This is an optimization exercise on Yosys and OpenROAD, whose aim is small area, not a production implementation.
Function was checked by simulation only, so behaviour that the tests miss may differ from the original.
No activity file was given, so power comes from the tool's default toggle rates.

Design pacal_core, start of the top module:
module pacal_core (
    input  wire        clk,
    input  wire        rst,           
    input  wire        load_en,
    input  wire [1:0]  load_sel,      
    input  wire [3:0]  load_addr,
    input  wire [15:0] load_data,
    input  wire        run,
    input  wire        stop,
    input  wire [3:0]  irq_req,       
    input  wire [3:0]  irq_mask,
    input  wire        irq_enable,
    input  wire        key_avail,
    input  wire [3:0]  key_data,
    output wire        key_pop,
    output wire        char_valid,
    output wire [3:0]  char_data,
    output wire        running,
    output wire [2:0]  fault,
    input  wire [4:0]  dbg_addr,
    output reg  [3:0]  dbg_data
);
    localparam F_NONE     = 3'd0;
    localparam F_UNKNOWN  = 3'd1;
    localparam F_UNDER    = 3'd2;
    localparam F_OVER     = 3'd3;
    localparam F_RETRANGE = 3'd4;
    localparam F_IRET     = 3'd5;
    function [9:0] encode;
        input [15:0] w;
        reg [3:0] op;
        reg       m;
        reg [2:0] f;
        reg [1:0] ra, rb;
        reg [3:0] imm;
        reg       opnd_ok;
        begin
            op  = w[15:12];
            m   = w[11];
            f   = w[10:8];
            ra  = w[7:6];
            rb  = w[5:4];
            imm = w[3:0];
  ...
Size in the first run: roughly 1300 cells after synthesis, roughly 60 I/O pins, roughly 13000 µm² of cells after synthesis.
Settings: LEC_CHECK=0, CAP_MARGIN=20, CORE_MARGIN=2, CORE_UTILIZATION=55, CTS_BUF_LIST=sky130_fd_sc_hd__clkbuf_8, CTS_CLUSTER_DIAMETER=100, CTS_CLUSTER_SIZE=16, SLEW_MARGIN=20; clock period 10.0 ns.
standard.sh (not shown) runs the stock make flow with config.mk's settings and CLKGATE_MAP_FILE= SYNTH_SCRIPT=/design/flow/synth_recipe.tcl, a recipe that flattens the netlist after the stock synthesis.
==> flow/flow/run.sh <==
#!/bin/bash
set -euo pipefail
W=$(pwd)
mkdir -p my

# ORFS's synthesis, with ABC's script replaced right after the preamble
# that builds abc_args ({-script FILE ...}).
awk -v s="$W/flow/abc.script" '
  { print }
  /^source \$::env\(SCRIPTS_DIR\)\/synth_preamble.tcl/ {
    print "set abc_args [lreplace $abc_args 1 1 " s "]"
  }' "$FLOW_HOME/scripts/synth.tcl" > my/synth.tcl
grep -q "lreplace \$abc_args" my/synth.tcl
sed -e "s#\$::env(SCRIPTS_DIR)/synth.tcl#$W/my/synth.tcl#" synth_recipe.tcl > my/synth_recipe.tcl
grep -q "$W/my/synth.tcl" my/synth_recipe.tcl

# The standard flow's make command, with the synthesis script and the extra settings
sed -e "s#SYNTH_SCRIPT=[^ ]*#SYNTH_SCRIPT=$W/my/synth_recipe.tcl#" standard.sh > my/standard.sh
grep -q "my/synth_recipe.tcl" my/standard.sh
export BUFFER_PORTS_ARGS="-buffer_cell sky130_fd_sc_hd__buf_1"
export CTS_ARGS="-sink_clustering_enable -repair_clock_nets -sink_clustering_size 16 -sink_clustering_max_diameter 100 -buf_list sky130_fd_sc_hd__clkbuf_8 -dont_use_dummy_load"

bash my/standard.sh finish > flow_make.log 2>&1
test -s out/final.def
==> flow/flow/abc.script <==
strash
&get -n
&fraig -x
&put
scorr
dc2
strash
&get -n
&deepsyn -T 40
&dch -f
&nf -R 1000
&put
Next try:
--- a/flow/design.v
+++ b/flow/design.v
@@ -55,22 +55,33 @@
                           encode = {4'b0000, 2'b00, 2'b10, 1'b0, f[0]};
                 4'hF: if (w == 16'hF000)
                           encode = {4'b0000, 2'b00, 2'b11, 2'b00};
                       else if ((w & 16'hFFFC) == 16'hF100)
                           encode = {4'b0000, 2'b00, 2'b01, imm[1:0]};
                 default:  
                     if (f == 3'b000 && opnd_ok)
                         encode = m ? {op, ra, imm} : {2'b11, op[3:2], ra, op[1:0], rb};
             endcase
         end
     endfunction
+    function ge_len;
+        input [3:0] x;
+        input [4:0] y;
+        begin
+            ge_len = !y[4] &&
+                     ((x[3] && !y[3]) || ((x[3] || !y[3]) &&
+                     ((x[2] && !y[2]) || ((x[2] || !y[2]) &&
+                     ((x[1] && !y[1]) || ((x[1] || !y[1]) &&
+                      (x[0] || !y[0])))))));
+        end
+    endfunction
     reg [9:0]  iring [0:15];          
     reg [3:0]  cnt;                   
     reg [4:0]  prog_len;
     reg [3:0]  rom0, rom1;
     reg [3:0]  ram  [0:9];
     reg [3:0]  regs [0:3];
     reg [3:0]  pc;
     reg        flag_c, flag_z;
     reg [3:0]  top;                   
     reg [3:0]  sring [0:15];          
     reg [4:0]  depth;
@@ -99,23 +110,23 @@
     wire [3:0] op    = regf ? {e[7:6], e[3:2]} : slot;
     wire       is_d  = d_m1 || d_m0;
     wire       is_j  = (slot == 4'hB) || (slot == 4'hF && e[3:2] == 2'b00);
     wire       is_call = (slot == 4'h0 && e[5:4] == 2'b01) || (slot == 4'hF && e[3:2] == 2'b01);
     wire       misc  = (slot == 4'h0) && (e[5:4] == 2'b00);
     wire       is_irq  = misc && (e[3:2] == 2'b01);
     wire       is_rets = misc && (e[3:2] == 2'b10);
     wire       is_hlt  = misc && (e[3:2] == 2'b11);
     wire       is_ill  = !is_d && !is_j && !is_call && !misc;
     wire       is_ret  = is_rets && !e[0];
     wire       is_iret = is_rets && e[0];
-    wire       is_end = ({1'b0, pc} >= prog_len);
+    wire       is_end = ge_len(pc, prog_len);
     wire [1:0] rport  = run_q ? rb : dbg_addr[1:0];
     wire [3:0] rbv    = regs[rport];
     wire [3:0] a      = regs[ra];
     wire [3:0] b      = regf ? rbv : imm;
     wire       is_sub = (op == 4'h2) || (op == 4'h7);
     wire       is_mul = (op == 4'h3);
     wire       is_mov = (op == 4'h8);
     wire [3:0] a_in   = is_mov ? 4'h0 : a;        
     wire [4:0] sum    = {1'b0, a_in} + {1'b0, b ^ {4{is_sub}}} + {4'b0000, is_sub};
     wire [3:0] mul_lo = (b[0] ? a : 4'h0) + (b[1] ? {a[2:0], 1'b0} : 4'h0) +
                         (b[2] ? {a[1:0], 2'b00} : 4'h0) + (b[3] ? {a[0], 3'b000} : 4'h0);
@@ -176,57 +187,58 @@
             2'b10: cond = flag_c;
             default: cond = 1'b1;
         endcase
     end
     wire [3:0] armed    = irq_status & irq_mask;
     wire       irq_take = irq_enable && !in_handler && (armed != 4'h0);
     wire [1:0] irq_line = armed[0] ? 2'd0 : armed[1] ? 2'd1 : armed[2] ? 2'd2 : 2'd3;
     wire       here     = (cnt == pc);                  
     wire       sready   = (cnt == depth[3:0]);          
     wire       empty    = (depth == 5'd0);
     wire       full     = depth[4];
-    wire       ret_bad  = ({1'b0, top} >= prog_len);
+    wire       ret_bad  = ge_len(top, prog_len);
     reg  [2:0] fcode;
     always @(*) begin
         fcode = F_NONE;
         if (is_ill) fcode = F_UNKNOWN;
         else if (is_call && full) fcode = F_OVER;
         else if (is_ret && empty) fcode = F_UNDER;
         else if (is_ret && ret_bad) fcode = F_RETRANGE;
         else if (is_iret && !in_handler) fcode = F_IRET;
     end
     wire       x_fault  = !is_end && (fcode != F_NONE);
     wire       x_stop   = is_end || is_hlt;
     wire       act      = run_q && !stop && !ending && !irq_take && !ret_pend && here;
     wire       x_go     = act && !x_stop && !x_fault && !is_ret &&
                           !(is_call && !synced && !sready);
     wire       is_load  = is_d && op == 4'h9;
     wire       is_store = is_d && op == 4'hA;
     wire       wr_reg   = is_d && (op <= 4'h6 || op == 4'h8 || op == 4'h9);
     wire       wr_flags = is_d && op <= 4'h7;
     assign key_pop    = x_go && is_load && (b == 4'd14) && key_avail;
     assign char_valid = x_go && is_store && (b == 4'd15);
     assign char_data  = a;
     wire [3:0] wval = (op == 4'h9) ? bus_rdata : res;
-    wire [3:0] pc1 = pc + 4'd1;
+    wire [3:0] cnt1 = cnt + 4'd1;
+    wire [3:0] pc1  = cnt1;
     wire [9:0] lword = encode(load_data);
     wire       iwe   = !run_q && load_en && (load_sel == 2'd0) && !rst;
     wire [3:0] wslot = load_addr + ~cnt;
     wire       ram_we = x_go && is_store;
     integer k;
     always @(posedge clk)
         for (k = 0; k < 10; k = k + 1)
             if (rst || (ram_we && b == k + 2)) ram[k] <= rst ? 4'h0 : a;
     integer i;
     always @(posedge clk) begin
-        cnt <= cnt + 4'd1;
+        cnt <= cnt1;
         for (i = 0; i < 16; i = i + 1)
             iring[i] <= (iwe && wslot == i) ? lword : iring[(i + 1) % 16];
         for (i = 0; i < 15; i = i + 1) sring[i] <= sring[i + 1];
         sring[15] <= sready ? top : sring[0];
         if (sready) synced <= 1'b1;
         if (rst) begin
             for (i = 0; i < 4; i = i + 1) regs[i] <= 4'h0;
             prog_len    <= 5'd0;
             flag_c      <= 1'b0;
             flag_z      <= 1'b0;
             depth       <= 5'd0;
Design area came out lower by 0.91%.
Global-route usage came out higher by 1.2 points.
Worst setup slack gets worse by 0.065 ns.
Cell count came out lower by 1.9%.
Maximum frequency came out lower by about 0.8%.
Combinational power is about the same.
Flip-flop and latch count stays the same.
Non-clock buffer count stays the same.
Synthesized area came out lower by about 1%.


## the reference run
Another version of the RTL of pacal_core (not shown whole).
For scale: roughly 1300 cells after synthesis, ~340 flip-flops, roughly 60 I/O pins.
clock: 10.0 ns
lec_check: 0
cap_margin: 20
core_margin: 2
core_utilization: 55
cts_buf_list: sky130_fd_sc_hd__clkbuf_8
cts_cluster_diameter: 100
cts_cluster_size: 16
slew_margin: 20
Scripts as last shown in full above: flow/flow/run.sh, flow/flow/abc.script
What the trial run does differently from the reference run at the input level:
diff --git a/flow/design.v b/flow/design.v
--- a/flow/design.v
+++ b/flow/design.v
@@ -202,36 +202,31 @@
     wire       is_load  = is_d && op == 4'h9;
     wire       is_store = is_d && op == 4'hA;
     wire       wr_reg   = is_d && (op <= 4'h6 || op == 4'h8 || op == 4'h9);
     wire       wr_flags = is_d && op <= 4'h7;
     assign key_pop    = x_go && is_load && (b == 4'd14) && key_avail;
     assign char_valid = x_go && is_store && (b == 4'd15);
     assign char_data  = a;
     wire [3:0] wval = (op == 4'h9) ? bus_rdata : res;
-    wire [3:0] cnt1 = cnt + 4'd1;
-    wire [3:0] pc1  = cnt1;
+    wire [3:0] pc1 = pc + 4'd1;
     wire [9:0] lword = encode(load_data);
     wire       iwe   = !run_q && load_en && (load_sel == 2'd0) && !rst;
     wire [3:0] wslot = load_addr + ~cnt;
-    wire       ram_we = x_go && is_store;
-    integer k;
-    always @(posedge clk)
-        for (k = 0; k < 10; k = k + 1)
-            if (rst || (ram_we && b == k + 2)) ram[k] <= rst ? 4'h0 : a;
     integer i;
     always @(posedge clk) begin
-        cnt <= cnt1;
+        cnt <= cnt + 4'd1;
         for (i = 0; i < 16; i = i + 1)
-            iring[i] <= (iwe && wslot == i) ? lword : iring[(i + 1) % 16];
+            iring[i] <= (iwe && wslot == i) ? (lword ^ {10{i[0]}}) : ~iring[(i + 1) % 16];
         for (i = 0; i < 15; i = i + 1) sring[i] <= sring[i + 1];
         sring[15] <= sready ? top : sring[0];
         if (sready) synced <= 1'b1;
         if (rst) begin
             for (i = 0; i < 4; i = i + 1) regs[i] <= 4'h0;
+            for (i = 0; i < 10; i = i + 1) ram[i] <= 4'h0;
             prog_len    <= 5'd0;
             flag_c      <= 1'b0;
             flag_z      <= 1'b0;
             depth       <= 5'd0;
             synced      <= 1'b1;
             ret_pend    <= 1'b0;
             irq_status  <= 4'h0;
             in_handler  <= 1'b0;
@@ -301,16 +296,19 @@
                     ret_pend <= 1'b1;
                 end else if (x_go) begin
                     pc <= pc1;
                     if (wr_reg) regs[ra] <= wval;
                     if (wr_flags) begin
                         flag_c <= res_c;
                         flag_z <= res_z;
                     end
+                    if (is_store)
+                        for (i = 0; i < 10; i = i + 1)
+                            if (b == i + 2) ram[i] <= a;
                     if (is_irq) irq_status <= irq_status | irq_req | (4'b0001 << e[1:0]);
                     if (is_j && cond) pc <= b;
                     if (is_call) begin
                         pc     <= b;
                         top    <= pc1;
                         depth  <= depth + 5'd1;
                         synced <= 1'b0;
                     end
==> comparison <==
- Max freq the reference run -> the trial run: improved
- The trial run — post-place setup slack 0.11 ns higher, the reference run as reference
- Run comparison: the reference run end point of the critical path dbg_data[3]; the trial run end point of the critical path dbg_data[1]
- Total power after layout: the trial run > the reference run
- The reference run reports its uppermost signal routing layer after detailed routing as met4 while the trial run reports met5.
- The reference run → the trial run: setup slack up 0.087 ns, final period demand of the worst path went down 0.087 ns, worst hold slack shows no meaningful change, final area up 0.76%.

## static timing again, ports no longer ideal
The flow's constraints put no driver on any port. The routed layouts listed below were extracted and timed again, unchanged, in two steps.
Step 1 (the two cells are an assumption about what drives the block):
set clk [get_ports {clk}]
set_driving_cell -lib_cell sky130_fd_sc_hd__clkbuf_16 $clk
set_driving_cell -lib_cell sky130_fd_sc_hd__buf_2 [delete_from_list [all_inputs] $clk]
Step 2, shift: input delay + t, output delay - t, t = (earliest + latest rising clock arrival at the registers) / 2. This alone moves slack from input paths to output paths.
Slacks: no drivers / after step 1 / after step 2; pairs: no drivers / after step 1.
| run | t (ns) | slack for setup (ns) | worst setup path at the end | worst data-port slew with drivers (ns) | cell pins on the clock port's net |
|---|---|---|---|---|---|
| the first run of note 1 | 0.607 | 2.285 / 2.241 / 2.241 | input to output | 0.04 | 1 |
| the second run of note 1 | 0.610 | 2.220 / 2.183 / 2.183 | input to output | 0.05 | 1 |
| the reference run | 0.588 | 2.060 / 2.025 / 2.025 | input to output | 0.04 | 1 |
| the trial run | 0.607 | 2.147 / 2.111 / 2.111 | input to output | 0.07 | 1 |
After both steps every run listed still meets setup and hold. For the first run of note 1, which loses most, drivers alone change the setup slack by -0.044 ns; drivers and shift together by -0.044 ns.
